Context: an optimization exercise on an open-source flow, tuned for small area, a short achievable clock period and few clock cycles per item. The choices shown serve that exercise and are no tape-out recipe.
Function was not checked in any run shown here: the RTL went through the layout flow alone.

`flow/design.v`:
```
module oa7_mulc (
    input  wire [31:0] xs,
    output wire [31:0] m
);
    wire t1 = ~xs[26] ^ ~xs[24];
    wire t2 = ~xs[26] & ~xs[24];
    wire t3 = ~xs[27] ^ ~xs[25] ^ xs[21];
    wire t4 = (~xs[27] & ~xs[25]) | (xs[21] & (~xs[27] ^ ~xs[25]));
    wire t5 = ~xs[28] ^ ~xs[26] ^ xs[22];
    wire t6 = (~xs[28] & ~xs[26]) | (xs[22] & (~xs[28] ^ ~xs[26]));
    wire t7 = ~xs[29] ^ ~xs[27] ^ xs[23];
    wire t8 = (~xs[29] & ~xs[27]) | (xs[23] & (~xs[29] ^ ~xs[27]));
    wire t9 = ~xs[30] ^ ~xs[28] ^ xs[24];
    wire t10 = (~xs[30] & ~xs[28]) | (xs[24] & (~xs[30] ^ ~xs[28]));
    wire t11 = ~xs[31] ^ ~xs[29] ^ xs[25];
    wire t12 = (~xs[31] & ~xs[29]) | (xs[25] & (~xs[31] ^ ~xs[29]));
    wire t13 = ~xs[15] ^ ~xs[13];
    wire t14 = ~xs[15] & ~xs[13];
    wire t15 = ~xs[16] ^ ~xs[14];
    wire t16 = ~xs[16] & ~xs[14];
    wire t17 = ~xs[17] ^ ~xs[15] ^ xs[11];
    wire t18 = (~xs[17] & ~xs[15]) | (xs[11] & (~xs[17] ^ ~xs[15]));
    wire t19 = ~xs[9] ^ xs[4];
    wire t20 = ~xs[9] & xs[4];
    wire t21 = ~xs[18] ^ ~xs[16] ^ xs[12];
    wire t22 = (~xs[18] & ~xs[16]) | (xs[12] & (~xs[18] ^ ~xs[16]));
    wire t23 = ~xs[10] ^ xs[5];
    wire t24 = ~xs[10] & xs[5];
    wire t25 = ~xs[19] ^ ~xs[17] ^ xs[13];
    wire t26 = (~xs[19] & ~xs[17]) | (xs[13] & (~xs[19] ^ ~xs[17]));
    wire t27 = ~xs[11] ^ xs[6];
    wire t28 = ~xs[11] & xs[6];
    wire t29 = ~xs[20] ^ ~xs[18] ^ xs[14];
    wire t30 = (~xs[20] & ~xs[18]) | (xs[14] & (~xs[20] ^ ~xs[18]));
    wire t31 = ~xs[12] ^ xs[7];
    wire t32 = ~xs[12] & xs[7];
    wire t33 = ~xs[21] ^ ~xs[19] ^ xs[15];
    wire t34 = (~xs[21] & ~xs[19]) | (xs[15] & (~xs[21] ^ ~xs[19]));
    wire t35 = ~xs[13] ^ xs[8] ^ ~xs[6];
    wire t36 = (~xs[13] & xs[8]) | (~xs[6] & (~xs[13] ^ xs[8]));
    wire t37 = ~xs[4] ^ ~xs[0];
    wire t38 = ~xs[4] & ~xs[0];
    wire t39 = ~xs[22] ^ ~xs[20] ^ xs[16];
    wire t40 = (~xs[22] & ~xs[20]) | (xs[16] & (~xs[22] ^ ~xs[20]));
    wire t41 = ~xs[14] ^ xs[9] ^ ~xs[7];
    wire t42 = (~xs[14] & xs[9]) | (~xs[7] & (~xs[14] ^ xs[9]));
    wire t43 = ~xs[5] ^ ~xs[1];
    wire t44 = ~xs[5] & ~xs[1];
    wire t45 = ~xs[23] ^ ~xs[21] ^ xs[17];
    wire t46 = (~xs[23] & ~xs[21]) | (xs[17] & (~xs[23] ^ ~xs[21]));
    wire t47 = ~xs[15] ^ xs[10] ^ ~xs[8];
    wire t48 = (~xs[15] & xs[10]) | (~xs[8] & (~xs[15] ^ xs[10]));
    wire t49 = ~xs[6] ^ ~xs[2] ^ xs[0];
    wire t50 = (~xs[6] & ~xs[2]) | (xs[0] & (~xs[6] ^ ~xs[2]));
    wire t51 = ~xs[24] ^ ~xs[22] ^ xs[18];
    wire t52 = (~xs[24] & ~xs[22]) | (xs[18] & (~xs[24] ^ ~xs[22]));
    wire t53 = ~xs[16] ^ xs[11] ^ ~xs[9];
    wire t54 = (~xs[16] & xs[11]) | (~xs[9] & (~xs[16] ^ xs[11]));
    wire t55 = ~xs[7] ^ ~xs[3] ^ xs[1];
    wire t56 = (~xs[7] & ~xs[3]) | (xs[1] & (~xs[7] ^ ~xs[3]));
    wire t57 = ~xs[25] ^ ~xs[23] ^ xs[19];
    wire t58 = (~xs[25] & ~xs[23]) | (xs[19] & (~xs[25] ^ ~xs[23]));
    wire t59 = ~xs[17] ^ xs[12] ^ ~xs[10];
    wire t60 = (~xs[17] & xs[12]) | (~xs[10] & (~xs[17] ^ xs[12]));
    wire t61 = ~xs[8] ^ ~xs[4] ^ xs[2];
    wire t62 = (~xs[8] & ~xs[4]) | (xs[2] & (~xs[8] ^ ~xs[4]));
    wire t63 = xs[20] ^ ~xs[18] ^ xs[13];
    wire t64 = (xs[20] & ~xs[18]) | (xs[13] & (xs[20] ^ ~xs[18]));
    wire t65 = ~xs[11] ^ ~xs[9] ^ ~xs[5];
    wire t66 = (~xs[11] & ~xs[9]) | (~xs[5] & (~xs[11] ^ ~xs[9]));
    wire t67 = xs[3] ^ xs[0] ^ t1;
    wire t68 = (xs[3] & xs[0]) | (t1 & (xs[3] ^ xs[0]));
    wire t69 = ~xs[19] ^ xs[14] ^ ~xs[12];
    wire t70 = (~xs[19] & xs[14]) | (~xs[12] & (~xs[19] ^ xs[14]));
    wire t71 = ~xs[10] ^ ~xs[6] ^ xs[4];
    wire t72 = (~xs[10] & ~xs[6]) | (xs[4] & (~xs[10] ^ ~xs[6]));
    wire t73 = xs[1] ^ t2 ^ t3;
    wire t74 = (xs[1] & t2) | (t3 & (xs[1] ^ t2));
    wire t75 = ~xs[20] ^ xs[15] ^ ~xs[13];
    wire t76 = (~xs[20] & xs[15]) | (~xs[13] & (~xs[20] ^ xs[15]));
    wire t77 = ~xs[11] ^ ~xs[7] ^ xs[5];
    wire t78 = (~xs[11] & ~xs[7]) | (xs[5] & (~xs[11] ^ ~xs[7]));
    wire t79 = xs[2] ^ t4 ^ t5;
    wire t80 = (xs[2] & t4) | (t5 & (xs[2] ^ t4));
    wire t81 = ~xs[21] ^ xs[16] ^ ~xs[14];
    wire t82 = (~xs[21] & xs[16]) | (~xs[14] & (~xs[21] ^ xs[16]));
    wire t83 = ~xs[12] ^ ~xs[8] ^ xs[6];
    wire t84 = (~xs[12] & ~xs[8]) | (xs[6] & (~xs[12] ^ ~xs[8]));
    wire t85 = xs[3] ^ t6 ^ t7;
    wire t86 = (xs[3] & t6) | (t7 & (xs[3] ^ t6));
    wire t87 = ~xs[22] ^ xs[17] ^ ~xs[15];
    wire t88 = (~xs[22] & xs[17]) | (~xs[15] & (~xs[22] ^ xs[17]));
    wire t89 = ~xs[13] ^ ~xs[9] ^ xs[7];
    wire t90 = (~xs[13] & ~xs[9]) | (xs[7] & (~xs[13] ^ ~xs[9]));
    wire t91 = xs[4] ^ t8 ^ t9;
    wire t92 = (xs[4] & t8) | (t9 & (xs[4] ^ t8));
    wire t93 = ~xs[23] ^ xs[18] ^ ~xs[16];
    wire t94 = (~xs[23] & xs[18]) | (~xs[16] & (~xs[23] ^ xs[18]));
    wire t95 = ~xs[14] ^ ~xs[10] ^ xs[8];
    wire t96 = (~xs[14] & ~xs[10]) | (xs[8] & (~xs[14] ^ ~xs[10]));
    wire t97 = xs[5] ^ t10 ^ t11;
    wire t98 = (xs[5] & t10) | (t11 & (xs[5] ^ t10));
    wire t99 = ~xs[8] ^ ~xs[6];
    wire t100 = ~xs[8] & ~xs[6];
    wire t101 = ~xs[9] ^ ~xs[7];
    wire t102 = ~xs[9] & ~xs[7];
    wire t103 = ~xs[10] ^ ~xs[8];
    wire t104 = ~xs[10] & ~xs[8];
    wire t105 = ~xs[11] ^ ~xs[9];
    wire t106 = ~xs[11] & ~xs[9];
    wire t107 = ~xs[12] ^ ~xs[10];
    wire t108 = ~xs[12] & ~xs[10];
    wire t109 = ~xs[13] ^ ~xs[11] ^ xs[7];
    wire t110 = (~xs[13] & ~xs[11]) | (xs[7] & (~xs[13] ^ ~xs[11]));
    wire t111 = ~xs[14] ^ ~xs[12] ^ xs[8];
    wire t112 = (~xs[14] & ~xs[12]) | (xs[8] & (~xs[14] ^ ~xs[12]));
    wire t113 = xs[9] ^ ~xs[7] ^ xs[2];
    wire t114 = (xs[9] & ~xs[7]) | (xs[2] & (xs[9] ^ ~xs[7]));
    wire t115 = ~xs[0] ^ 1'b1;
    wire t116 = ~xs[0] & 1'b1;
    wire t117 = xs[10] ^ ~xs[8] ^ xs[3];
    wire t118 = (xs[10] & ~xs[8]) | (xs[3] & (xs[10] ^ ~xs[8]));
    wire t119 = ~xs[1] ^ t14 ^ t15;
    wire t120 = (~xs[1] & t14) | (t15 & (~xs[1] ^ t14));
    wire t121 = ~xs[2] ^ ~xs[0] ^ 1'b1;
    wire t122 = (~xs[2] & ~xs[0]) | (1'b1 & (~xs[2] ^ ~xs[0]));
    wire t123 = t16 ^ t17 ^ t19;
    wire t124 = (t16 & t17) | (t19 & (t16 ^ t17));
    wire t125 = ~xs[3] ^ ~xs[1] ^ t18;
    wire t126 = (~xs[3] & ~xs[1]) | (t18 & (~xs[3] ^ ~xs[1]));
    wire t127 = t20 ^ t21 ^ t23;
    wire t128 = (t20 & t21) | (t23 & (t20 ^ t21));
    wire t129 = ~xs[4] ^ ~xs[2] ^ t22;
    wire t130 = (~xs[4] & ~xs[2]) | (t22 & (~xs[4] ^ ~xs[2]));
    wire t131 = t24 ^ t25 ^ t27;
    wire t132 = (t24 & t25) | (t27 & (t24 ^ t25));
    wire t133 = ~xs[5] ^ ~xs[3] ^ t26;
    wire t134 = (~xs[5] & ~xs[3]) | (t26 & (~xs[5] ^ ~xs[3]));
    wire t135 = t28 ^ t29 ^ t31;
    wire t136 = (t28 & t29) | (t31 & (t28 ^ t29));
    wire t137 = 1'b1 ^ t30 ^ t32;
    wire t138 = (1'b1 & t30) | (t32 & (1'b1 ^ t30));
    wire t139 = t33 ^ t35 ^ t37;
    wire t140 = (t33 & t35) | (t37 & (t33 ^ t35));
    wire t141 = t34 ^ t36 ^ t38;
    wire t142 = (t34 & t36) | (t38 & (t34 ^ t36));
    wire t143 = t39 ^ t41 ^ t43;
    wire t144 = (t39 & t41) | (t43 & (t39 ^ t41));
    wire t145 = t40 ^ t42 ^ t44;
    wire t146 = (t40 & t42) | (t44 & (t40 ^ t42));
    wire t147 = t45 ^ t47 ^ t49;
    wire t148 = (t45 & t47) | (t49 & (t45 ^ t47));
    wire t149 = t46 ^ t48 ^ t50;
    wire t150 = (t46 & t48) | (t50 & (t46 ^ t48));
    wire t151 = t51 ^ t53 ^ t55;
    wire t152 = (t51 & t53) | (t55 & (t51 ^ t53));
    wire t153 = t52 ^ t54 ^ t56;
    wire t154 = (t52 & t54) | (t56 & (t52 ^ t54));
    wire t155 = t57 ^ t59 ^ t61;
    wire t156 = (t57 & t59) | (t61 & (t57 ^ t59));
    wire t157 = t58 ^ t60 ^ t62;
    wire t158 = (t58 & t60) | (t62 & (t58 ^ t60));
    wire t159 = t63 ^ t65 ^ t67;
    wire t160 = (t63 & t65) | (t67 & (t63 ^ t65));
    wire t161 = t64 ^ t66 ^ t68;
    wire t162 = (t64 & t66) | (t68 & (t64 ^ t66));
    wire t163 = t69 ^ t71 ^ t73;
    wire t164 = (t69 & t71) | (t73 & (t69 ^ t71));
    wire t165 = t70 ^ t72 ^ t74;
    wire t166 = (t70 & t72) | (t74 & (t70 ^ t72));
    wire t167 = t75 ^ t77 ^ t79;
    wire t168 = (t75 & t77) | (t79 & (t75 ^ t77));
    wire t169 = t76 ^ t78 ^ t80;
    wire t170 = (t76 & t78) | (t80 & (t76 ^ t78));
    wire t171 = t81 ^ t83 ^ t85;
    wire t172 = (t81 & t83) | (t85 & (t81 ^ t83));
    wire t173 = t82 ^ t84 ^ t86;
    wire t174 = (t82 & t84) | (t86 & (t82 ^ t84));
    wire t175 = t87 ^ t89 ^ t91;
    wire t176 = (t87 & t89) | (t91 & (t87 ^ t89));
    wire t177 = t88 ^ t90 ^ t92;
    wire t178 = (t88 & t90) | (t92 & (t88 ^ t90));
    wire t179 = t93 ^ t95 ^ t97;
    wire t180 = (t93 & t95) | (t97 & (t93 ^ t95));
    wire t181 = xs[2] ^ ~xs[0];
    wire t182 = xs[2] & ~xs[0];
    wire t183 = xs[3] ^ ~xs[1] ^ t100;
    wire t184 = (xs[3] & ~xs[1]) | (t100 & (xs[3] ^ ~xs[1]));
    wire t185 = xs[4] ^ ~xs[2] ^ t102;
    wire t186 = (xs[4] & ~xs[2]) | (t102 & (xs[4] ^ ~xs[2]));
    wire t187 = xs[5] ^ ~xs[3] ^ t104;
    wire t188 = (xs[5] & ~xs[3]) | (t104 & (xs[5] ^ ~xs[3]));
    wire t189 = xs[6] ^ ~xs[4] ^ t106;
    wire t190 = (xs[6] & ~xs[4]) | (t106 & (xs[6] ^ ~xs[4]));
    wire t191 = ~xs[5] ^ xs[0] ^ t108;
    wire t192 = (~xs[5] & xs[0]) | (t108 & (~xs[5] ^ xs[0]));
    wire t193 = ~xs[6] ^ xs[1] ^ t110;
    wire t194 = (~xs[6] & xs[1]) | (t110 & (~xs[6] ^ xs[1]));
    wire t195 = t13 ^ t112 ^ t113;
    wire t196 = (t13 & t112) | (t113 & (t13 ^ t112));
    wire t197 = t114 ^ t116 ^ t117;
    wire t198 = (t114 & t116) | (t117 & (t114 ^ t116));
    wire t199 = t118 ^ t120 ^ t121;
    wire t200 = (t118 & t120) | (t121 & (t118 ^ t120));
    wire t201 = t122 ^ t124 ^ t125;
    wire t202 = (t122 & t124) | (t125 & (t122 ^ t124));
    wire t203 = t126 ^ t128 ^ t129;
    wire t204 = (t126 & t128) | (t129 & (t126 ^ t128));
    wire t205 = t130 ^ t132 ^ t133;
    wire t206 = (t130 & t132) | (t133 & (t130 ^ t132));
    wire t207 = t134 ^ t136 ^ t137;
    wire t208 = (t134 & t136) | (t137 & (t134 ^ t136));
    wire t209 = t138 ^ t140 ^ t141;
    wire t210 = (t138 & t140) | (t141 & (t138 ^ t140));
    wire t211 = t142 ^ t144 ^ t145;
    wire t212 = (t142 & t144) | (t145 & (t142 ^ t144));
    wire t213 = t146 ^ t148 ^ t149;
    wire t214 = (t146 & t148) | (t149 & (t146 ^ t148));
    wire t215 = t150 ^ t152 ^ t153;
    wire t216 = (t150 & t152) | (t153 & (t150 ^ t152));
    wire t217 = t154 ^ t156 ^ t157;
    wire t218 = (t154 & t156) | (t157 & (t154 ^ t156));
    wire t219 = t158 ^ t160 ^ t161;
    wire t220 = (t158 & t160) | (t161 & (t158 ^ t160));
    wire t221 = t162 ^ t164 ^ t165;
    wire t222 = (t162 & t164) | (t165 & (t162 ^ t164));
    wire t223 = t166 ^ t168 ^ t169;
    wire t224 = (t166 & t168) | (t169 & (t166 ^ t168));
    wire t225 = t170 ^ t172 ^ t173;
    wire t226 = (t170 & t172) | (t173 & (t170 ^ t172));
    wire t227 = t174 ^ t176 ^ t177;
    wire t228 = (t174 & t176) | (t177 & (t174 ^ t176));
    wire t229 = ~xs[2] ^ ~xs[0];
    wire t230 = ~xs[2] & ~xs[0];
    wire t231 = ~xs[3] ^ ~xs[1];
    wire t232 = ~xs[3] & ~xs[1];
    wire t233 = ~xs[4] ^ ~xs[2];
    wire t234 = ~xs[4] & ~xs[2];
    wire t235 = ~xs[5] ^ ~xs[3];
    wire t236 = ~xs[5] & ~xs[3];
    wire t237 = ~xs[6] ^ ~xs[4] ^ xs[0];
    wire t238 = (~xs[6] & ~xs[4]) | (xs[0] & (~xs[6] ^ ~xs[4]));
    wire t239 = ~xs[7] ^ ~xs[5] ^ xs[1];
    wire t240 = (~xs[7] & ~xs[5]) | (xs[1] & (~xs[7] ^ ~xs[5]));
    wire t241 = 1'b1 ^ t99 ^ t181;
    wire t242 = (1'b1 & t99) | (t181 & (1'b1 ^ t99));
    wire t243 = t101 ^ t182 ^ t183;
    wire t244 = (t101 & t182) | (t183 & (t101 ^ t182));
    wire t245 = t103 ^ t184 ^ t185;
    wire t246 = (t103 & t184) | (t185 & (t103 ^ t184));
    wire t247 = t105 ^ t186 ^ t187;
    wire t248 = (t105 & t186) | (t187 & (t105 ^ t186));
    wire t249 = t107 ^ t188 ^ t189;
    wire t250 = (t107 & t188) | (t189 & (t107 ^ t188));
    wire t251 = t109 ^ t190 ^ t191;
    wire t252 = (t109 & t190) | (t191 & (t109 ^ t190));
    wire t253 = t111 ^ t192 ^ t193;
    wire t254 = (t111 & t192) | (t193 & (t111 ^ t192));
    wire t255 = t115 ^ t194 ^ t195;
    wire t256 = (t115 & t194) | (t195 & (t115 ^ t194));
    wire t257 = t119 ^ t196 ^ t197;
    wire t258 = (t119 & t196) | (t197 & (t119 ^ t196));
    wire t259 = t123 ^ t198 ^ t199;
    wire t260 = (t123 & t198) | (t199 & (t123 ^ t198));
    wire t261 = t127 ^ t200 ^ t201;
    wire t262 = (t127 & t200) | (t201 & (t127 ^ t200));
    wire t263 = t131 ^ t202 ^ t203;
    wire t264 = (t131 & t202) | (t203 & (t131 ^ t202));
    wire t265 = t135 ^ t204 ^ t205;
    wire t266 = (t135 & t204) | (t205 & (t135 ^ t204));
    wire t267 = t139 ^ t206 ^ t207;
    wire t268 = (t139 & t206) | (t207 & (t139 ^ t206));
    wire t269 = t143 ^ t208 ^ t209;
    wire t270 = (t143 & t208) | (t209 & (t143 ^ t208));
    wire t271 = t147 ^ t210 ^ t211;
    wire t272 = (t147 & t210) | (t211 & (t147 ^ t210));
    wire t273 = t151 ^ t212 ^ t213;
    wire t274 = (t151 & t212) | (t213 & (t151 ^ t212));
    wire t275 = t155 ^ t214 ^ t215;
    wire t276 = (t155 & t214) | (t215 & (t155 ^ t214));
    wire t277 = t159 ^ t216 ^ t217;
    wire t278 = (t159 & t216) | (t217 & (t159 ^ t216));
    wire t279 = t163 ^ t218 ^ t219;
    wire t280 = (t163 & t218) | (t219 & (t163 ^ t218));
    wire t281 = t167 ^ t220 ^ t221;
    wire t282 = (t167 & t220) | (t221 & (t167 ^ t220));
    wire t283 = t171 ^ t222 ^ t223;
    wire t284 = (t171 & t222) | (t223 & (t171 ^ t222));
    wire t285 = t175 ^ t224 ^ t225;
    wire t286 = (t175 & t224) | (t225 & (t175 ^ t224));
    wire t287 = t179 ^ t226 ^ t227;
    wire t288 = (t179 & t226) | (t227 & (t179 ^ t226));
    wire [31:0] ra = {t286, t284, t282, t280, t278, t276, t274, t272, t270, t268, t266, t264, t262, t260, t258, t256, t254, t252, t250, t248, t246, t244, t242, t240, t238, t236, t234, t232, t230, 1'b1, ~xs[1], ~xs[0]};
    wire [31:0] rb = {t287, t285, t283, t281, t279, t277, t275, t273, t271, t269, t267, t265, t263, t261, t259, t257, t255, t253, t251, t249, t247, t245, t243, t241, t239, t237, t235, t233, t231, t229, 1'b0, 1'b1};
    oa7_add #(.W(32)) u_add (.a(ra), .b(rb), .ci(1'b0), .s(m));
endmodule
module oa7_keymix (
    input  wire [31:0] epoch,
    input  wire [31:0] addr,
    output wire [31:0] mixs
);
    wire [31:0] mix = (epoch >> 6) ^ addr ^ (epoch[23] ? 32'h44444444 : 32'h0);
    assign mixs = mix ^ (mix >> 16);
endmodule
module oa7_keysel (
    input  wire [31:0] mixs,
    input  wire [1:0]  i,
    output wire [31:0] xs
);
    assign xs = mixs ^ {{4{2'b00, i}}, 16'h0000};
endmodule
module oa7_carry #(
    parameter W = 32
) (
    input  wire [W-1:0] a,
    input  wire [W-1:0] b,
    input  wire         ci,
    output wire [W-1:0] c
);
    localparam L = (W > 16) ? 5 : (W > 8) ? 4 : (W > 4) ? 3 : (W > 2) ? 2 : 1;
    wire [W-1:0] g [0:L];
    wire [W-1:0] p [0:L];
    assign g[0] = (a & b) | {{(W-1){1'b0}}, (a[0] ^ b[0]) & ci};
    assign p[0] = a ^ b;
    genvar l, i;
    generate
        for (l = 0; l < L; l = l + 1) begin : g_lvl
            for (i = 0; i < W; i = i + 1) begin : g_bit
                if (i >= (1 << l)) begin : g_op
                    assign g[l+1][i] = g[l][i] | (p[l][i] & g[l][i - (1 << l)]);
                    assign p[l+1][i] = p[l][i] & p[l][i - (1 << l)];
                end else begin : g_pass
                    assign g[l+1][i] = g[l][i];
                    assign p[l+1][i] = p[l][i];
                end
            end
        end
    endgenerate
    assign c = {g[L][W-2:0], ci};
endmodule
module oa7_add #(
    parameter W = 32
) (
    input  wire [W-1:0] a,
    input  wire [W-1:0] b,
    input  wire         ci,
    output wire [W-1:0] s
);
    wire [W-1:0] c;
    oa7_carry #(.W(W)) u_c (.a(a), .b(b), .ci(ci), .c(c));
    assign s = a ^ b ^ c;
endmodule
module oa7_crypt (
    input  wire         clk,
    input  wire         rst,
    input  wire         start,
    input  wire         op_dec,
    input  wire         op_derive,
    input  wire [127:0] key_in,
    input  wire [31:0]  epoch,
    input  wire [31:0]  key_addr,
    input  wire [159:0] data_in,
    output wire         ready,
    output reg          done,
    output wire [159:0] data_out,
    output wire [127:0] key_out
);
    localparam [31:0] KEY_XOR = 32'h87B562F4;
    reg         busy;      
    reg         run;       
    reg         dec;       
    reg  [7:0]  dd;        
    reg  [2:0]  kc;        
    reg  [2:0]  p;         
    reg  [5:0]  jh;        
    reg  [1:0]  kidx;      
    reg  [31:0] r0, r1, r2, r3, r4;
    reg  [31:0] k0, k1, k2, k3;
    reg  [31:0] mixr;      
    reg  [31:0] m1r;       
    assign ready    = ~busy;
    assign data_out = {r4, r3, r2, r1, r0};
    assign key_out  = {k3, k2, k1, k0};
    reg  [1:0]  w1;        
    reg  [1:0]  w2;        
    wire [31:0] mix_in, xk, m1, m2;
    oa7_keymix u_mix (.epoch(epoch), .addr(key_addr), .mixs(mix_in));
    oa7_keysel u_sel (.mixs(mixr), .i(w1), .xs(xk));
    oa7_mulc   u_m1  (.xs(xk),  .m(m1));
    oa7_mulc   u_m2  (.xs(m1r), .m(m2));
    wire [31:0] kder = m2 ^ (m2 >> 16) ^ KEY_XOR;
    wire        kwr  = (kc >= 3'd2);
    function [31:0] sum_of;
        input [5:0] h;
        sum_of = ({32{h[0]}} & 32'h9E3779B9) | ({32{h[1]}} & 32'h3C6EF372)
               | ({32{h[2]}} & 32'hDAA66D2B) | ({32{h[3]}} & 32'h78DDE6E4)
               | ({32{h[4]}} & 32'h1715609D) | ({32{h[5]}} & 32'hB54CDA56);
    endfunction
    function [1:0] kidx_of;
        input       d;
        input [2:0] pp;
        input [5:0] j;
        reg   [31:0] s;
        begin
            s = sum_of(j);
            kidx_of = (d ? 2'd0 - pp[1:0] : pp[1:0]) ^ s[3:2];
        end
    endfunction
    wire [31:0] sum = sum_of(jh);
    wire       last_p     = (p == 3'd4);
    wire       last_round = dec ? jh[0] : jh[5];
    wire [2:0] p_n        = last_p ? 3'd0 : p + 3'd1;
    wire [5:0] jh_n       = !last_p ? jh : dec ? {1'b0, jh[5:1]} : {jh[4:0], 1'b0};
    reg  [31:0] kw;
    wire [1:0]  kidx_nx = run ? kidx_of(dec, p_n, jh_n) : kidx;
    reg  [31:0] kw_nx;
    always @(*) begin
        if (kwr && w2 == kidx_nx)
            kw_nx = kder;
        else case (kidx_nx)
            2'd0: kw_nx = k0;
            2'd1: kw_nx = k1;
            2'd2: kw_nx = k2;
            default: kw_nx = k3;
        endcase
    end
    wire [31:0] ddir = {{4{dd[7]}}, {4{dd[6]}}, {4{dd[5]}}, {4{dd[4]}},
                        {4{dd[3]}}, {4{dd[2]}}, {4{dd[1]}}, {4{dd[0]}}};
    wire [31:0] vp = (ddir & r4) | (~ddir & r0);
    wire [31:0] y  = (ddir & r0) | (~ddir & r1);
    wire [31:0] z  = (ddir & r3) | (~ddir & r4);
    wire [31:0] sa, sb;
    oa7_add #(.W(32)) u_a (.a((z >> 5) ^ (y << 2)), .b((y >> 3) ^ (z << 4)), .ci(1'b0), .s(sa));
    oa7_add #(.W(32)) u_b (.a(sum ^ y), .b(kw ^ z), .ci(1'b0), .s(sb));
    wire [31:0] mx = sa ^ sb;
    wire [31:0] vc;
    oa7_carry #(.W(32)) u_v (.a(vp ^ ddir), .b(mx), .ci(1'b0), .c(vc));
    wire [31:0] vn = vp ^ mx ^ vc;
    always @(posedge clk) begin
        if (rst) begin
            busy <= 1'b0;
            run  <= 1'b0;
            kc   <= 3'd0;
            done <= 1'b0;
        end else begin
            done <= 1'b0;
            if (!busy) begin
                if (start) begin
                    busy <= 1'b1;
                    run  <= ~op_derive;
                    kc   <= op_derive ? 3'd1 : 3'd0;
                end
            end else begin
                if (kc != 3'd0)
                    kc <= (kc == 3'd5) ? 3'd0 : kc + 3'd1;
                if (kc == 3'd2)
                    run <= 1'b1;
                if (run && last_p && last_round) begin
                    run  <= 1'b0;
                    busy <= 1'b0;
                    done <= 1'b1;
                end
            end
        end
    end
    always @(posedge clk) begin
        m1r <= m1 ^ (m1 >> 16);
        w1  <= busy ? w1 + 2'd1 : (op_dec ? 2'd1 : 2'd2);
        w2  <= w1;
        if (!busy) begin
            dec  <= op_dec;
            dd   <= start ? {8{~op_derive & op_dec}} : data_in[7:0];
            p    <= 3'd0;
            jh   <= op_dec ? 6'b100000 : 6'b000001;
            kidx <= op_dec ? 2'd1 : 2'd2;
            kw   <= op_dec ? key_in[63:32] : key_in[95:64];
            mixr <= mix_in;
            {r4, r3, r2, r1, r0} <= data_in;
            {k3, k2, k1, k0}     <= key_in;
        end else begin
            if (kc == 3'd1)
                dd <= 8'hFF;
            else if (kc == 3'd2)
                dd <= {8{dec}};
            if (kwr) begin
                case (w2)
                    2'd0: k0 <= kder;
                    2'd1: k1 <= kder;
                    2'd2: k2 <= kder;
                    default: k3 <= kder;
                endcase
            end
            if (run) begin
                p    <= p_n;
                jh   <= jh_n;
                kidx <= kidx_nx;
            end
            kw <= kw_nx;
            r0 <= (ddir & vn) | (~ddir & r1);
            r1 <= (ddir & r0) | (~ddir & r2);
            r2 <= (ddir & r1) | (~ddir & r3);
            r3 <= (ddir & r2) | (~ddir & r4);
            r4 <= (ddir & r3) | (~ddir & vn);
        end
    end
endmodule
```
`flow/flow/run.sh`:
```
#!/bin/bash
set -euo pipefail
export SETUP_SLACK_MARGIN=9
export BUFFER_PORTS_ARGS="-buffer_cell sky130_fd_sc_hd__buf_1"
bash standard.sh > standard_flow.log 2>&1
```
`flow/standard.sh`:
```
#!/bin/bash
# synth_recipe.tcl (not shown) runs the flow's synth.tcl, then flattens the netlist and writes it again
# the make line also repeats each setting of config.mk as NAME=value (left out here)
make -C /OpenROAD-flow-scripts/flow DESIGN_CONFIG=/design/flow/config.mk WORK_HOME=/design/flow/orfs CLKGATE_MAP_FILE= SYNTH_SCRIPT=/design/flow/synth_recipe.tcl "${@:-finish}"
```
`flow/config.mk`:
```
export PLATFORM = sky130hd
export DESIGN_NAME = oa7_crypt
export DESIGN_NICKNAME = oa7_crypt
export VERILOG_FILES = /design/flow/design.v
export SDC_FILE = /design/flow/constraint.sdc
export NUM_CORES = 4
export LEC_CHECK = 0
export CAP_MARGIN = 20
export CORE_MARGIN = 2
export CORE_UTILIZATION = 60
export SLEW_MARGIN = 20
```
`flow/constraint.sdc`:
```
create_clock -name core_clock -period 15.0 [get_ports {clk}]
set_input_delay 3.0000 -clock core_clock [delete_from_list [all_inputs] [get_ports {clk}]]
set_output_delay 3.0000 -clock core_clock [all_outputs]
set_load 0.01 [all_outputs]
```
==> results.json, run 1 <==
{
  "num_io_pins": 647,
  "status": "complete, no violations",
  "cp_cell_sequence": "buf_6 > nor2b_1 > a21oi_4 > buf_4 > xor2_1 > ha_1 > and2_1 > a221o_1 > a221o_1 > o31ai_1 > xnor2_1 > xnor2_1 > ha_1 > and3_1 > a221o_1 > a21o_1 > a41o_2 > a41oi_2 > xor2_1 > xnor3_1 > a221o_1",
  "synth-main-ff-cell": "dfxtp_1",
  "grt_start_max_net_pins": 197,
  "holdBufCountCts": 0,
  "via_per_inst": 5.97,
  "coreArea_mm2": 0.0587,
  "syn_avg_cell_area_um2": 9.38,
  "yosysTopAreaCell": "edfxtp_1",
  "h-tree-depth": 2,
  "rows": 89,
  "report.final.setup_viol": 0,
  "synth_area_leaders": "edfxtp_1 15%, dfxtp_1 13%, fa_1 13%",
  "yosysTopAreaCellShare_pct": 15.0,
  "hold_path_class": "reg -> reg",
  "cp_common_cell": "a221o_1",
  "period_share_pct": 38.8,
  "fmax_mhz": 172,
  "fillers": 4834,
  "postSynthCellCount": 3773,
  "synth_seq_area_share_pct": 28.4,
  "synth-seq-cells": 414,
  "max_cap_viol_count": 0,
  "final_cells": 5186,
  "wirelength_mm": 119,
  "final_max_slew_viol_count": 0,
  "globalplace.congestion": 0.990,
  "grt.overflow.total": 0,
  "critical-path-top-delay-family": "compound AO/OA/AOI/OAI gates",
  "synth-warning-count": 2,
  "layout.nets": 5142,
  "fin_crit_ps": 5820,
  "drc": 0,
  "grt_first_pass_wirelength_mm": 174,
  "syn_nets": 4554,
  "rsz0062_at_grt": "false",
  "finalHoldViolCount": 0,
  "cp.arrival_ps": 6290,
  "syn_to_final_growth_pct": 15.7,
  "die_x_um": 247,
  "dieHeight_um": 247,
  "slowest_stage": "edfxtp_1",
  "cts.clk_slew.worst_paths_ps": 70,
  "dp_hpwl_mm": 93.8,
  "cts_tree": "done",
  "cp_max_fo": 11,
  "synth-edff-count": 177,
  "grt_pass1_vias": 29300,
  "drive_above_1_share_pct": 6.93,
  "cts_made_buffers": 47,
  "dp.cells": 5048,
  "antenna_found_initial": 15,
  "tightest_slew_ps": 1020,
  "clk_latency_ps": 610,
  "drt_iter0_markers": 2416,
  "wl_per_cell_um": 23.0,
  "die-area_mm2": 0.0609,
  "initial_core_util_pct": 60.3,
  "synth_cell_types": 93,
  "synthArstFlopShare_pct": 0,
  "slowest_delay_ps": 440,
  "setup_tns_ps": 0,
  "dr_total_vias": 31000,
  "required_ps": 15480,
  "drtAntennaViolNets": 0,
  "dr.pass1.iters": 6,
  "clk_path_buf_depth": 3,
  "cts_sinks": 414,
  "setup.worst_path.start_class": "flip-flop",
  "max_slew_margin_pct": 31.8,
  "clockRootBuffer": "clkbuf_16",
  "grt_usage_pct": 38.0,
  "clock_skew_ps": 28.6,
  "syn_area_mm2": 0.0354,
  "endpoint_kind": "flip-flop",
  "critical_path_class": "reg -> reg",
  "io_buffer_count": 640,
  "cp_num_buf_inv": 2
}
==> worst min-delay path, delay by kind of cell, from the launching register on <==
family         cells  cell delay [ps]
AO/OA/AOI/OAI      1               70
multiplexers       1              120
flip-flops         1              320
==> synthesized netlist by cell type (7+ instances only) <==
master	number
a211oi_1	85
a21boi_0	18
edfxtp_1	177
or3_1	10
nand2b_1	18
nand4_1	24
and2_1	14
a21oi_1	379
buf_2	17
nor2b_1	89
o21bai_1	23
inv_1	390
xnor2_1	254
o31ai_1	17
nor3_1	46
a21o_1	88
and3_1	24
mux2i_1	176
o2bb2ai_1	9
nor4_1	7
xnor3_1	21
dfxtp_1	237
nor2_1	229
a22oi_1	11
fa_1	228
ha_1	196
nand2_1	161
a211o_1	10
a221o_1	13
o211a_1	14
nand3_1	42
o21ai_0	186
o21ai_1	13
o21a_1	64
clkbuf_1	123
buf_1	20
a31oi_1	26
o211ai_1	25
xor2_1	149
mux2_2	13
or2_2	11
==> worst paths after layout <==
path                               end  slack, ps   start  cells past startpoint
worst min-delay path            r1[14]        540  r2[14]                      2
worst max-delay path            r4[24]       9180   dd[1]                     21
worst min register to register  r1[14]        540  r2[14]                      2
worst max register to register  r4[24]       9180   dd[1]                     21
==> per-stage QoR <==
step	setup slack, ps	hold WS (ps)	util, %	area [um2]
after CTS	9000	520	68.7	40300
after global routing	9000	562	69.8	40900
after global placement	7750	497	65.4	38400
final	9180	541	69.8	41000
after floorplan	9280	329	-	35400
after detailed placement	7690	499	65.4	38400
==> area by class of cell <==
| type | instances | area, um2 | area share [%] |
|---|---|---|---|
| Multi-Input combinational cell | 2798 | 23800 | 58.2 |
| Clock inverter | 15 | 124 | 0.302 |
| Tap cell | 773 | 967 | 2.36 |
| Sequential cell | 414 | 10100 | 24.6 |
| Timing Repair Buffer | 707 | 3000 | 7.32 |
| Inverter | 393 | 1480 | 3.62 |
| Antenna cell | 13 | 32.5 | 0.0794 |
| Clock buffer | 73 | 1460 | 3.56 |
==> repair_timing <==
item,CTS,global route
pin swaps,2,10
endpoints found under the setup margin,45,42
cloned,0,1
resized for setup,64,78
buffers inserted,7,29
endpoints found under the hold margin,0,0
==> layout by cell type (no fill, tap or decap), types with 51 or more instances in the layout <==
cell / n
a21oi_1: 341
xnor2_1: 253
a21o_1: 88
clkbuf_16: 51
xor2_1: 149
buf_1: 639
nor2_1: 228
mux2i_1: 157
buf_4: 58
a211oi_1: 81
fa_1: 228
dfxtp_1: 232
o21ai_0: 182
nor2b_1: 83
nand2_1: 161
o21a_1: 64
inv_1: 389
edfxtp_1: 177
ha_1: 193
==> cell families (layout without fill, tap and decap cells) <==
family	Yosys count	after routing	synth area share [%]
compound gates	1056	1056	18.9
simple gates	693	693	9.29
buf+inv	561	1188	6.12
xor+xnor	429	429	11.6
fa+ha+maj	424	424	19.8
flops	414	414	28.4
mux	196	196	5.81
other cells	0	13	0
==> routing by layer <==
metal	global-route usage (%)	share of wire, %
met4	14.0	4.0
met5	0	0.031
met3	8.09	9.0
met2	60.9	46
met1	50.6	41
==> run 2, diff against run 1 <==
--- a/flow/design.v
+++ b/flow/design.v
@@ -294,3 +294,206 @@
     wire [31:0] rb = {t287, t285, t283, t281, t279, t277, t275, t273, t271, t269, t267, t265, t263, t261, t259, t257, t255, t253, t251, t249, t247, t245, t243, t241, t239, t237, t235, t233, t231, t229, 1'b0, 1'b1};
-    oa7_add #(.W(32)) u_add (.a(ra), .b(rb), .ci(1'b0), .s(m));
+    wire [31:0] c;
+    oa7_carry_sk u_c (.a(ra), .b(rb), .ci(1'b0), .c(c));
+    assign m = ra ^ rb ^ c;
+endmodule
+module oa7_carry_sk (
+    input  wire [31:0] a,
+    input  wire [31:0] b,
+    input  wire        ci,
+    output wire [31:0] c
+);
+    wire g0_0 = (a[0] & b[0]) | ((a[0] ^ b[0]) & ci);
+    wire p0_0 = a[0] ^ b[0];
+    wire g0_1 = a[1] & b[1];
+    wire p0_1 = a[1] ^ b[1];
+    wire g0_2 = a[2] & b[2];
+    wire p0_2 = a[2] ^ b[2];
+    wire g0_3 = a[3] & b[3];
+    wire p0_3 = a[3] ^ b[3];
+    wire g0_4 = a[4] & b[4];
+    wire p0_4 = a[4] ^ b[4];
+    wire g0_5 = a[5] & b[5];
+    wire p0_5 = a[5] ^ b[5];
+    wire g0_6 = a[6] & b[6];
+    wire p0_6 = a[6] ^ b[6];
+    wire g0_7 = a[7] & b[7];
+    wire p0_7 = a[7] ^ b[7];
+    wire g0_8 = a[8] & b[8];
+    wire p0_8 = a[8] ^ b[8];
+    wire g0_9 = a[9] & b[9];
+    wire p0_9 = a[9] ^ b[9];
+    wire g0_10 = a[10] & b[10];
+    wire p0_10 = a[10] ^ b[10];
+    wire g0_11 = a[11] & b[11];
+    wire p0_11 = a[11] ^ b[11];
+    wire g0_12 = a[12] & b[12];
+    wire p0_12 = a[12] ^ b[12];
+    wire g0_13 = a[13] & b[13];
+    wire p0_13 = a[13] ^ b[13];
+    wire g0_14 = a[14] & b[14];
+    wire p0_14 = a[14] ^ b[14];
+    wire g0_15 = a[15] & b[15];
+    wire p0_15 = a[15] ^ b[15];
+    wire g0_16 = a[16] & b[16];
+    wire p0_16 = a[16] ^ b[16];
+    wire g0_17 = a[17] & b[17];
+    wire p0_17 = a[17] ^ b[17];
+    wire g0_18 = a[18] & b[18];
+    wire p0_18 = a[18] ^ b[18];
+    wire g0_19 = a[19] & b[19];
+    wire p0_19 = a[19] ^ b[19];
+    wire g0_20 = a[20] & b[20];
+    wire p0_20 = a[20] ^ b[20];
+    wire g0_21 = a[21] & b[21];
+    wire p0_21 = a[21] ^ b[21];
+    wire g0_22 = a[22] & b[22];
+    wire p0_22 = a[22] ^ b[22];
+    wire g0_23 = a[23] & b[23];
+    wire p0_23 = a[23] ^ b[23];
+    wire g0_24 = a[24] & b[24];
+    wire p0_24 = a[24] ^ b[24];
+    wire g0_25 = a[25] & b[25];
+    wire p0_25 = a[25] ^ b[25];
+    wire g0_26 = a[26] & b[26];
+    wire p0_26 = a[26] ^ b[26];
+    wire g0_27 = a[27] & b[27];
+    wire p0_27 = a[27] ^ b[27];
+    wire g0_28 = a[28] & b[28];
+    wire p0_28 = a[28] ^ b[28];
+    wire g0_29 = a[29] & b[29];
+    wire p0_29 = a[29] ^ b[29];
+    wire g0_30 = a[30] & b[30];
+    wire p0_30 = a[30] ^ b[30];
+    wire g0_31 = a[31] & b[31];
+    wire p0_31 = a[31] ^ b[31];
+    wire g1_1 = g0_1 | (p0_1 & g0_0);
+    wire g2_3 = g0_3 | (p0_3 & g0_2);
+    wire p2_3 = p0_3 & p0_2;
+    wire g3_5 = g0_5 | (p0_5 & g0_4);
+    wire p3_5 = p0_5 & p0_4;
+    wire g4_7 = g0_7 | (p0_7 & g0_6);
+    wire p4_7 = p0_7 & p0_6;
+    wire g5_9 = g0_9 | (p0_9 & g0_8);
+    wire p5_9 = p0_9 & p0_8;
+    wire g6_11 = g0_11 | (p0_11 & g0_10);
+    wire p6_11 = p0_11 & p0_10;
+    wire g7_13 = g0_13 | (p0_13 & g0_12);
+    wire p7_13 = p0_13 & p0_12;
+    wire g8_15 = g0_15 | (p0_15 & g0_14);
+    wire p8_15 = p0_15 & p0_14;
+    wire g9_17 = g0_17 | (p0_17 & g0_16);
+    wire p9_17 = p0_17 & p0_16;
+    wire g10_19 = g0_19 | (p0_19 & g0_18);
+    wire p10_19 = p0_19 & p0_18;
+    wire g11_21 = g0_21 | (p0_21 & g0_20);
+    wire p11_21 = p0_21 & p0_20;
+    wire g12_23 = g0_23 | (p0_23 & g0_22);
+    wire p12_23 = p0_23 & p0_22;
+    wire g13_25 = g0_25 | (p0_25 & g0_24);
+    wire p13_25 = p0_25 & p0_24;
+    wire g14_27 = g0_27 | (p0_27 & g0_26);
+    wire p14_27 = p0_27 & p0_26;
+    wire g15_29 = g0_29 | (p0_29 & g0_28);
+    wire p15_29 = p0_29 & p0_28;
+    wire g16_31 = g0_31 | (p0_31 & g0_30);
+    wire p16_31 = p0_31 & p0_30;
+    wire g17_2 = g0_2 | (p0_2 & g1_1);
+    wire g18_3 = g2_3 | (p2_3 & g1_1);
+    wire g19_6 = g0_6 | (p0_6 & g3_5);
+    wire p19_6 = p0_6 & p3_5;
+    wire g20_7 = g4_7 | (p4_7 & g3_5);
+    wire p20_7 = p4_7 & p3_5;
+    wire g21_10 = g0_10 | (p0_10 & g5_9);
+    wire p21_10 = p0_10 & p5_9;
+    wire g22_11 = g6_11 | (p6_11 & g5_9);
+    wire p22_11 = p6_11 & p5_9;
+    wire g23_14 = g0_14 | (p0_14 & g7_13);
+    wire p23_14 = p0_14 & p7_13;
+    wire g24_15 = g8_15 | (p8_15 & g7_13);
+    wire p24_15 = p8_15 & p7_13;
+    wire g25_18 = g0_18 | (p0_18 & g9_17);
+    wire p25_18 = p0_18 & p9_17;
+    wire g26_19 = g10_19 | (p10_19 & g9_17);
+    wire p26_19 = p10_19 & p9_17;
+    wire g27_22 = g0_22 | (p0_22 & g11_21);
+    wire p27_22 = p0_22 & p11_21;
+    wire g28_23 = g12_23 | (p12_23 & g11_21);
+    wire p28_23 = p12_23 & p11_21;
+    wire g29_26 = g0_26 | (p0_26 & g13_25);
+    wire p29_26 = p0_26 & p13_25;
+    wire g30_27 = g14_27 | (p14_27 & g13_25);
+    wire p30_27 = p14_27 & p13_25;
+    wire g31_30 = g0_30 | (p0_30 & g15_29);
+    wire p31_30 = p0_30 & p15_29;
+    wire g32_31 = g16_31 | (p16_31 & g15_29);
+    wire p32_31 = p16_31 & p15_29;
+    wire g33_4 = g0_4 | (p0_4 & g18_3);
+    wire g34_5 = g3_5 | (p3_5 & g18_3);
+    wire g35_6 = g19_6 | (p19_6 & g18_3);
+    wire g36_7 = g20_7 | (p20_7 & g18_3);
+    wire g37_12 = g0_12 | (p0_12 & g22_11);
+    wire p37_12 = p0_12 & p22_11;
+    wire g38_13 = g7_13 | (p7_13 & g22_11);
+    wire p38_13 = p7_13 & p22_11;
+    wire g39_14 = g23_14 | (p23_14 & g22_11);
+    wire p39_14 = p23_14 & p22_11;
+    wire g40_15 = g24_15 | (p24_15 & g22_11);
+    wire p40_15 = p24_15 & p22_11;
+    wire g41_20 = g0_20 | (p0_20 & g26_19);
+    wire p41_20 = p0_20 & p26_19;
+    wire g42_21 = g11_21 | (p11_21 & g26_19);
+    wire p42_21 = p11_21 & p26_19;
+    wire g43_22 = g27_22 | (p27_22 & g26_19);
+    wire p43_22 = p27_22 & p26_19;
+    wire g44_23 = g28_23 | (p28_23 & g26_19);
+    wire p44_23 = p28_23 & p26_19;
+    wire g45_28 = g0_28 | (p0_28 & g30_27);
+    wire p45_28 = p0_28 & p30_27;
+    wire g46_29 = g15_29 | (p15_29 & g30_27);
+    wire p46_29 = p15_29 & p30_27;
+    wire g47_30 = g31_30 | (p31_30 & g30_27);
+    wire p47_30 = p31_30 & p30_27;
+    wire g48_31 = g32_31 | (p32_31 & g30_27);
+    wire p48_31 = p32_31 & p30_27;
+    wire g49_8 = g0_8 | (p0_8 & g36_7);
+    wire g50_9 = g5_9 | (p5_9 & g36_7);
+    wire g51_10 = g21_10 | (p21_10 & g36_7);
+    wire g52_11 = g22_11 | (p22_11 & g36_7);
+    wire g53_12 = g37_12 | (p37_12 & g36_7);
+    wire g54_13 = g38_13 | (p38_13 & g36_7);
+    wire g55_14 = g39_14 | (p39_14 & g36_7);
+    wire g56_15 = g40_15 | (p40_15 & g36_7);
+    wire g57_24 = g0_24 | (p0_24 & g44_23);
+    wire p57_24 = p0_24 & p44_23;
+    wire g58_25 = g13_25 | (p13_25 & g44_23);
+    wire p58_25 = p13_25 & p44_23;
+    wire g59_26 = g29_26 | (p29_26 & g44_23);
+    wire p59_26 = p29_26 & p44_23;
+    wire g60_27 = g30_27 | (p30_27 & g44_23);
+    wire p60_27 = p30_27 & p44_23;
+    wire g61_28 = g45_28 | (p45_28 & g44_23);
+    wire p61_28 = p45_28 & p44_23;
+    wire g62_29 = g46_29 | (p46_29 & g44_23);
+    wire p62_29 = p46_29 & p44_23;
+    wire g63_30 = g47_30 | (p47_30 & g44_23);
+    wire p63_30 = p47_30 & p44_23;
+    wire g64_31 = g48_31 | (p48_31 & g44_23);
+    wire p64_31 = p48_31 & p44_23;
+    wire g65_16 = g0_16 | (p0_16 & g56_15);
+    wire g66_17 = g9_17 | (p9_17 & g56_15);
+    wire g67_18 = g25_18 | (p25_18 & g56_15);
+    wire g68_19 = g26_19 | (p26_19 & g56_15);
+    wire g69_20 = g41_20 | (p41_20 & g56_15);
+    wire g70_21 = g42_21 | (p42_21 & g56_15);
+    wire g71_22 = g43_22 | (p43_22 & g56_15);
+    wire g72_23 = g44_23 | (p44_23 & g56_15);
+    wire g73_24 = g57_24 | (p57_24 & g56_15);
+    wire g74_25 = g58_25 | (p58_25 & g56_15);
+    wire g75_26 = g59_26 | (p59_26 & g56_15);
+    wire g76_27 = g60_27 | (p60_27 & g56_15);
+    wire g77_28 = g61_28 | (p61_28 & g56_15);
+    wire g78_29 = g62_29 | (p62_29 & g56_15);
+    wire g79_30 = g63_30 | (p63_30 & g56_15);
+    wire g80_31 = g64_31 | (p64_31 & g56_15);
+    assign c = {g79_30, g78_29, g77_28, g76_27, g75_26, g74_25, g73_24, g72_23, g71_22, g70_21, g69_20, g68_19, g67_18, g66_17, g65_16, g56_15, g55_14, g54_13, g53_12, g52_11, g51_10, g50_9, g49_8, g36_7, g35_6, g34_5, g33_4, g18_3, g17_2, g1_1, g0_0, ci};
 endmodule
==> run 2 against run 1 <==
Net effect: core utilization is 1.3 points higher; synthesized cell count is 2.7% lower; first-iteration DRC count is 16% lower; non-clock buffer count is 9 higher; register-to-register slack worse by 20 ps; setup slack worse by 24 ps; global-route usage is 2.9 points lower.
==> results.json, run 2 <==
{
  "status": "complete, no violations",
  "setup.worst_path.start_class": "flip-flop",
  "cp.depth": 22,
  "wirelength_mm": 108,
  "syn_to_final_growth_pct": 16.6,
  "syn_nets": 4459,
  "rows": 87,
  "synth-main-ff-cell": "dfxtp_1",
  "grt_first_pass_wirelength_mm": 162,
  "grt.overflow.total": 0,
  "yosys.area_share.simple_pct": 9.61,
  "cp_cell_sequence": "buf_12 > nor2b_1 > a21oi_4 > xor2_1 > ha_1 > o21ai_0 > a21oi_1 > a31oi_1 > a311oi_4 > a21oi_4 > o21ai_1 > xnor3_1 > ha_1 > and4_1 > o211ai_1 > nand2_1 > or3_1 > o21ai_4 > o21ba_2 > xnor3_1 > nand2_1 > a31oi_1",
  "clockRootBuffer": "clkbuf_16",
  "final_cell_mix": "639 x buf_1, 396 x inv_1, 307 x a21oi_1",
  "io_buffer_count": 640,
  "cts.clk_slew.worst_paths_ps": 70,
  "dr_total_vias": 29400,
  "critical-path-top-delay-family": "compound AO/OA/AOI/OAI gates",
  "drtAntennaViolNets": 0,
  "final_max_slew_viol_count": 0,
  "drive_above_1_share_pct": 7.60,
  "cp_num_buf_inv": 1,
  "synthTopCellsByCount": "398 x inv_1, 340 x a21oi_1, 266 x xnor2_1",
  "cts_made_buffers": 47,
  "layout.nets": 5065,
  "grt_pass1_vias": 28100,
  "wl_per_cell_um": 21.3,
  "tightest_slew_ps": 1090,
  "synth_area_leaders": "edfxtp_1 15%, dfxtp_1 14%, fa_1 14%",
  "synth-seq-cells": 414,
  "slowest_delay_ps": 430,
  "h-tree-depth": 2,
  "reg2reg_slack_ps": 9160,
  "hold_path_class": "reg -> reg",
  "synth.most_common_cell": "inv_1",
  "dr.pass1.iters": 7,
  "antenna_found_initial": 9,
  "synth_cell_types": 97,
  "globalplace.congestion": 0.976,
  "syn_area_mm2": 0.0346,
  "fmax_mhz": 171,
  "critical_path_class": "reg -> reg",
  "synth-edff-count": 177,
  "cts_sinks": 414,
  "clk_path_buf_depth": 3,
  "dp_hpwl_mm": 84.0,
  "postSynthCellCount": 3670,
  "clk_latency_ps": 620,
  "clock_skew_ps": 38.5,
  "dieHeight_um": 244,
  "max_slew_margin_pct": 27.5,
  "endpoint_kind": "flip-flop",
  "setup_tns_ps": 0,
  "yosysTopAreaCell": "edfxtp_1",
  "report.final.setup_viol": 0,
  "synthMuxAreaShare_pct": 5.30,
  "required_ps": 15460,
  "via_per_inst": 5.79,
  "rsz0062_at_grt": "true",
  "synth-compound-area-share_pct": 17.4,
  "synth_xor_area_share_pct": 11.6,
  "cts_tree": "done",
  "slowest_stage": "ha_1",
  "fin_crit_ps": 5840,
  "coreArea_mm2": 0.0567,
  "drc": 0,
  "synth_seq_area_share_pct": 29.1,
  "cp_max_fo": 40,
  "crit_start": "dd[5]",
  "finalHoldViolCount": 0,
  "synth_top_family_by_area": "adder cells",
  "period_share_pct": 38.9,
  "synthArstFlopShare_pct": 0,
  "r2r-start": "dd[5]",
  "initial_core_util_pct": 61.0,
  "synth_fa_ha_area_share_pct": 20.7,
  "worstRegToRegCells": 22,
  "die-area_mm2": 0.0596,
  "syn_avg_cell_area_um2": 9.42,
  "num_io_pins": 647,
  "yosysTopAreaCellShare_pct": 15.4,
  "cp-endpoint": "r4[29]",
  "cp.arrival_ps": 6300,
  "grt_start_max_net_pins": 106,
  "synth-warning-count": 2,
  "drt_iter0_markers": 2033,
  "reg2reg_to": "r4[29]",
  "max_cap_viol_count": 0,
  "layout_commonest_cell": "buf_1",
  "holdBufCountCts": 0,
  "grt_usage_pct": 35.1,
  "die_x_um": 244
}
## run 2: cell types whose count changed in the layout (fill, tap and decap cells not counted), sizes merged, moves of 27 or more
cell | previous run | this run
nand2 | 162 | 248
a211oi | 90 | 63
a21oi | 382 | 346
nor2b | 89 | 61
nor3 | 48 | 20
o21ai | 203 | 164
## run 2: cells by family (layout without fill, tap and decap cells)
family	count (synthesis)	in the layout
buffers and inverters	560	1205
adder cells (fa/ha/maj)	432	432
AND/OR/NAND/NOR	720	720
flip-flops	414	414
AO/OA/AOI/OAI	924	924
multiplexers	179	179
other	0	7
XOR/XNOR	441	441
## run 2: worst min-delay path by stage
stage | slack (ps) | from | end | cells past startpoint
after CTS | 520 | r3[26] | r4[26] | 2
after floorplan | 330 | w1[0] | w2[0] | 0
after detailed placement | 510 | r3[26] | r4[26] | 2
after global placement | 500 | r3[26] | r4[26] | 2
final | 510 | w1[0] | w2[0] | 0
after global routing | 510 | w1[0] | w2[0] | 0
## run 2: what timing repair did
| item | 4_1_cts | 5_1_grt |
|---|---|---|
| pin swaps | 8 | 11 |
| setup endpoints to repair | 33 | 45 |
| setup buffers | 7 | 33 |
| resized for setup | 84 | 67 |
| gates cloned | 1 | 5 |
## run 2: cell type report
type                       instances  area, um2
clock buffer                      63       1310
inverter                         401       1510
fill                            4597      16400
timing repair buffer             716       3160
multi-input combinational       2696      23000
antenna                            7       17.5
clock inverter                    25        234
tap                              756        946
sequential                       414      10100
## run 2: routing by layer
metal,up-vias,routed length (um),global-route usage (%)
met3,235,8100,6.17
li1,13800,-,-
met2,1100,52300,58.9
met1,14300,43800,46.0
met4,6,3820,11.7
met5,-,34,0
## run 2: metrics by stage
step | util (%) | hold WS (ps) | instance area [um2] | std cells | worst slack, ps
global route | 71.0 | 515 | 40300 | 5074 | 8930
detailed placement | 66.2 | 513 | 37600 | 4937 | 7850
global placement | 66.2 | 502 | 37600 | 4937 | 7990
CTS | 69.8 | 521 | 39600 | 5033 | 9000
floorplan | - | 329 | 34600 | 3670 | 9350
finish | 71.1 | 511 | 40300 | 5078 | 9160
==> run 3, diff against run 2 <==
--- a/flow/config.mk
+++ b/flow/config.mk
@@ -9,3 +9,3 @@
 export CORE_MARGIN = 2
-export CORE_UTILIZATION = 60
+export CORE_UTILIZATION = 70
 export SLEW_MARGIN = 20
==> run 3 against run 2 <==
Net effect: sequential share of layout area grew 0.079 points; clock-buffer cell count shrank 6; synthesized cell count is the same; critical path depth grew 2; critical endpoint is now r0[30].
==> results.json, run 3 <==
{
  "syn_area_mm2": 0.0346,
  "syn_to_final_growth_pct": 16.2,
  "report.final.setup_viol": 0,
  "die-area_mm2": 0.0512,
  "yosysTopAreaCellShare_pct": 15.4,
  "fin_crit_ps": 5890,
  "syn_avg_cell_area_um2": 9.42,
  "finalHoldViolCount": 0,
  "syn_nets": 4459,
  "cts_sinks": 414,
  "synthMuxAreaShare_pct": 5.30,
  "postSynthCellCount": 3670,
  "drive_above_1_share_pct": 7.85,
  "synth_top_family_by_area": "adder cells",
  "cts_made_buffers": 44,
  "rows": 81,
  "final_cell_mix": "639 x buf_1, 396 x inv_1, 300 x a21oi_1",
  "synth_seq_area_share_pct": 29.1,
  "grt_start_max_net_pins": 229,
  "grt.overflow.total": 0,
  "layout.nets": 5063,
  "dp.cells": 4844,
  "clockRootBuffer": "clkbuf_16",
  "synth-seq-cells": 414,
  "synthArstFlopShare_pct": 0,
  "critical_path_class": "reg -> reg",
  "dr_total_vias": 30900,
  "setup_tns_ps": 0,
  "layout_commonest_cell": "buf_1",
  "synth-main-ff-cell": "dfxtp_1",
  "antenna_found_initial": 10,
  "synth_xor_area_share_pct": 11.6,
  "io_buffer_count": 640,
  "synth-compound-area-share_pct": 17.4,
  "yosys.area_share.simple_pct": 9.61,
  "cp_max_fo": 6,
  "wirelength_mm": 115,
  "grt_first_pass_wirelength_mm": 165,
  "period_share_pct": 39.3,
  "required_ps": 15490,
  "dp_hpwl_mm": 86.6,
  "status": "complete, no violations",
  "drc": 0,
  "dieHeight_um": 226,
  "hold_path_class": "reg -> reg",
  "holdBufCountCts": 0,
  "num_io_pins": 647,
  "grt_pass1_vias": 28600,
  "max_cap_viol_count": 0,
  "synthTopCellsByCount": "398 x inv_1, 340 x a21oi_1, 266 x xnor2_1",
  "fmax_mhz": 170,
  "rsz0062_at_grt": "false",
  "yosysTopAreaCell": "edfxtp_1",
  "synth_fa_ha_area_share_pct": 20.7,
  "globalplace.congestion": 1.01,
  "clk_path_buf_depth": 3,
  "wl_per_cell_um": 23.1,
  "via_per_inst": 6.20,
  "max_slew_margin_pct": 25.6,
  "setup.worst_path.start_class": "flip-flop",
  "synth-warning-count": 2,
  "endpoint_kind": "flip-flop",
  "cts.clk_slew.worst_paths_ps": 70,
  "die_x_um": 226,
  "clk_latency_ps": 600,
  "final_cells": 4979,
  "synth.most_common_cell": "inv_1",
  "tightest_slew_ps": 1110,
  "cts_tree": "done",
  "synth_cell_types": 97,
  "cp.arrival_ps": 6380,
  "coreArea_mm2": 0.0488,
  "drt_iter0_markers": 3001,
  "synth-edff-count": 177,
  "initial_core_util_pct": 70.8,
  "synth_area_leaders": "edfxtp_1 15%, dfxtp_1 14%, fa_1 14%",
  "fin_hold_ws_ps": 492,
  "final_max_slew_viol_count": 0,
  "clock_skew_ps": 18.5,
  "drtAntennaViolNets": 0,
  "grt_usage_pct": 43.0,
  "h-tree-depth": 2,
  "dr.pass1.iters": 8
}
[run 3: cell types whose count changed in the layout (fill, tap and decap cells not counted), moves of 5 or more]
cell,change
a21oi_2,+9
a21oi_1,-7
xnor2_1,-5
xnor2_2,+5
inv_6,-5
[run 3: timing repair]
action                                  4_1_cts  5_1_grt
gates resized for setup                      69      102
pin swaps                                     3       20
cloned                                        0        6
endpoints found under the setup margin       52       65
buffers inserted                              2       40
[run 3: final timing paths]
kind	endpoint	start	cells past startpoint	slack, ps
max reg2reg	r0[30]	dd[1]	24	9110
min reg2reg	w2[0]	w1[0]	0	490
min	w2[0]	w1[0]	0	490
max	r0[30]	dd[1]	24	9110
[run 3: area by class of cell]
| class | instances | area [um2] |
|---|---|---|
| multi-input combinational | 2696 | 23200 |
| timing repair buffer | 717 | 3190 |
| sequential | 414 | 10100 |
| clock inverter | 20 | 141 |
| tap | 664 | 831 |
| fill | 3195 | 8670 |
| antenna | 10 | 25.0 |
| clock buffer | 57 | 1230 |
| inverter | 401 | 1510 |
[run 3: metrics by stage]
| stage | setup slack [ps] | instance area (um2) | util, % |
|---|---|---|---|
| after floorplan | 9350 | 34600 | - |
| after global placement | 8070 | 37400 | 76.7 |
| after detailed placement | 8110 | 37400 | 76.7 |
| after CTS | 8920 | 39200 | 80.1 |
| after global routing | 8840 | 40200 | 82.2 |
| final | 9110 | 40200 | 82.2 |
[run 3: cell families (layout without fill, tap and decap cells)]
logic type | Yosys count | after routing
AOI/OAI and AO/OA | 924 | 924
and+or+nand+nor | 720 | 720
buffers and inverters | 560 | 1195
xor gates and xnor gates | 441 | 441
adders and majority gates | 432 | 432
DFF | 414 | 414
muxes | 179 | 179
other | 0 | 10
[run 3: metal layers]
layer	GRT usage [%]	vias to the layer above	wire length [um]
met1	53.2	14700	41100
met5	0	-	40
li1	-	13800	-
met4	23.0	6	7900
met2	69.9	1910	53300
met3	10.1	453	12900
[run 3: critical path: stages, from the launching register on]
cell and delay (ps):
edfxtp_1 500, buf_12 190, nor2b_2 60, a21oi_4 280, xor2_1 130, ha_2 410, nand3_1 110, a21oi_1 250
o211ai_1 230, buf_4 190, o211ai_1 310, nand2_1 110, xnor2_1 250, xnor2_2 160, ha_1 290, a2111oi_2 430
o221ai_2 190, o211ai_1 150, nand2_1 120, or3_1 380, o21ai_4 240, mux2i_4 310, or3_1 140, mux2i_1 70
a221o_1 260
==> run 4, diff against run 3 <==
==> flow/flow/run.sh (replaced) <==
#!/bin/bash
set -euo pipefail
export SETUP_SLACK_MARGIN=10
export BUFFER_PORTS_ARGS="-buffer_cell sky130_fd_sc_hd__buf_1"
bash standard.sh > standard_flow.log 2>&1
--- a/flow/config.mk
+++ b/flow/config.mk
@@ -9,3 +9,3 @@
 export CORE_MARGIN = 2
-export CORE_UTILIZATION = 70
+export CORE_UTILIZATION = 60
 export SLEW_MARGIN = 20
==> run 4 against run 3 <==
Net effect: routed wire length increased by 2.2%; core utilization decreased by 5.4 points; global-route usage decreased by 5.8 points; final area increased by 8.5%; register-to-register slack improved by 120 ps; largest cell class unchanged.
==> results.json, run 4 <==
{
  "synth-compound-area-share_pct": 17.4,
  "slowest_stage": "edfxtp_1",
  "cts_tree": "done",
  "report.final.setup_viol": 0,
  "globalplace.congestion": 0.969,
  "clk_path_buf_depth": 3,
  "slowest_delay_ps": 450,
  "setup_tns_ps": 0,
  "yosysTopAreaCell": "edfxtp_1",
  "initial_core_util_pct": 61.0,
  "antenna_found_initial": 19,
  "num_io_pins": 647,
  "syn_area_mm2": 0.0346,
  "clock_skew_ps": 22.9,
  "synthArstFlopShare_pct": 0,
  "synth-main-ff-cell": "dfxtp_1",
  "hold_path_class": "reg -> reg",
  "status": "complete, no violations",
  "drtAntennaViolNets": 0,
  "drive_above_1_share_pct": 16.4,
  "cp_num_buf_inv": 3,
  "rows": 87,
  "dr.pass1.iters": 5,
  "layout.nets": 5240,
  "fmax_mhz": 173,
  "cts_made_buffers": 47,
  "r2r-start": "dd[1]",
  "synth.most_common_cell": "inv_1",
  "cp_common_cell": "xnor2_1",
  "critical_path_class": "reg -> reg",
  "postSynthCellCount": 3670,
  "synthMuxAreaShare_pct": 5.30,
  "cp_max_fo": 6,
  "crit_start": "dd[1]",
  "rsz0062_at_grt": "true",
  "syn_avg_cell_area_um2": 9.42,
  "dr_total_vias": 31000,
  "io_buffer_count": 640,
  "synth-seq-cells": 414,
  "max_slew_margin_pct": 37.3,
  "yosys.area_share.simple_pct": 9.61,
  "coreArea_mm2": 0.0567,
  "layout_commonest_cell": "buf_1",
  "synth_cell_types": 97,
  "max_cap_viol_count": 0,
  "fillers": 4105,
  "period_share_pct": 38.5,
  "wirelength_mm": 118,
  "dieHeight_um": 244,
  "die_x_um": 244,
  "drc": 0,
  "critical-path-top-delay-family": "compound AO/OA/AOI/OAI gates",
  "cts.clk_slew.worst_paths_ps": 60,
  "cp.arrival_ps": 6260,
  "synth_fa_ha_area_share_pct": 20.7,
  "synth-edff-count": 177,
  "final_max_slew_viol_count": 0,
  "die-area_mm2": 0.0596,
  "synth-warning-count": 2,
  "required_ps": 15490,
  "via_per_inst": 5.90,
  "grt_first_pass_wirelength_mm": 170,
  "grt_usage_pct": 37.2
}
[run 4: cells by family (layout without fill, tap and decap cells)]
group / Yosys count / after routing
flops: 414 / 414
fa+ha+maj: 432 / 432
buf+inv: 560 / 1378
xor+xnor: 441 / 441
other cells: 0 / 18
simple gates: 720 / 720
mux: 179 / 179
compound gates: 924 / 924
[run 4: worst paths after layout]
check	slack, ps	endpoint	depth (start not counted)
worst max-delay path	9230	r0[30]	25
worst min-delay path	490	w2[1]	0
worst max register to register	9230	r0[30]	25
worst min register to register	490	w2[1]	0
[run 4: final cells by class]
type / count / area, um2 / share of cell area [%]
Timing Repair Buffer: 891 / 4780 / 11.0
Multi-Input combinational cell: 2696 / 24600 / 56.4
Tap cell: 756 / 946 / 2.17
Antenna cell: 18 / 45.0 / 0.103
Clock buffer: 65 / 1390 / 3.19
Sequential cell: 414 / 10100 / 23.2
Clock inverter: 21 / 193 / 0.442
Inverter: 401 / 1550 / 3.56
[run 4: metrics by stage]
stage                     cells  utilization [%]  worst slack [ps]  hold slack, ps  instance area, um2
after floorplan            3670                -              9910             329               35000
after global placement     4934             66.7              8310             502               37800
after detailed placement   4934             66.7              8240             511               37800
after CTS                  5135             73.7              9440             493               41800
after global routing       5259             76.9              9020             499               43600
final                      5262             76.9              9230             491               43600
[run 4: per-layer routing]
layer	global-route usage, %	vias to the layer above	part of all wire (%)	wire, um
met5	0	-	0.023	27
met4	15.7	4	5.0	5930
met3	8.10	357	9.3	10900
met2	60.9	1430	48	56000
met1	47.6	15100	38	44900
li1	-	14200	-	-
[run 4: timing repair]
| action | CTS | global route |
|---|---|---|
| pin swaps | 83 | 109 |
| gates resized for setup | 258 | 174 |
| cloned | 10 | 3 |
| endpoints found under the setup margin | 213 | 162 |
| buffers inserted | 105 | 106 |
| hold endpoints to repair | 0 | 0 |

## afterwards: timing with drivers on the ports
The results above use ideal ports. As a check the final layouts listed here were re-extracted and re-timed, cells and wires unchanged.
Step 1 (the two cells are an assumption about what drives the block):
set clk [get_ports {clk}]
set_driving_cell -lib_cell sky130_fd_sc_hd__clkbuf_16 $clk
set_driving_cell -lib_cell sky130_fd_sc_hd__buf_2 [delete_from_list [all_inputs] $clk]
Step 2 also shifts input and output timing later by t, the mid clock arrival at the registers, as if the neighbouring blocks saw the same clock.
Slacks: ideal / step 1 / step 2; pairs: ideal / step 1.
| run | shift t [ns] | slack for setup (ns) | worst setup path after step 2 | latest minus earliest clock arrival (ns) | slew at the worst register clock pin (ns) |
|---|---|---|---|---|---|
| run 1 | 0.661 | 9.184 / 9.184 / 9.184 | register to register | 0.029 / 0.029 | 0.07 / 0.07 |
| run 2 | 0.667 | 9.161 / 9.161 / 9.161 | register to register | 0.039 / 0.039 | 0.07 / 0.07 |
| run 3 | 0.657 | 9.108 / 9.108 / 9.108 | register to register | 0.019 / 0.019 | 0.07 / 0.07 |
| run 4 | 0.667 | 9.232 / 9.232 / 9.232 | register to register | 0.023 / 0.023 | 0.07 / 0.07 |
After both steps every run listed still meets setup and hold.
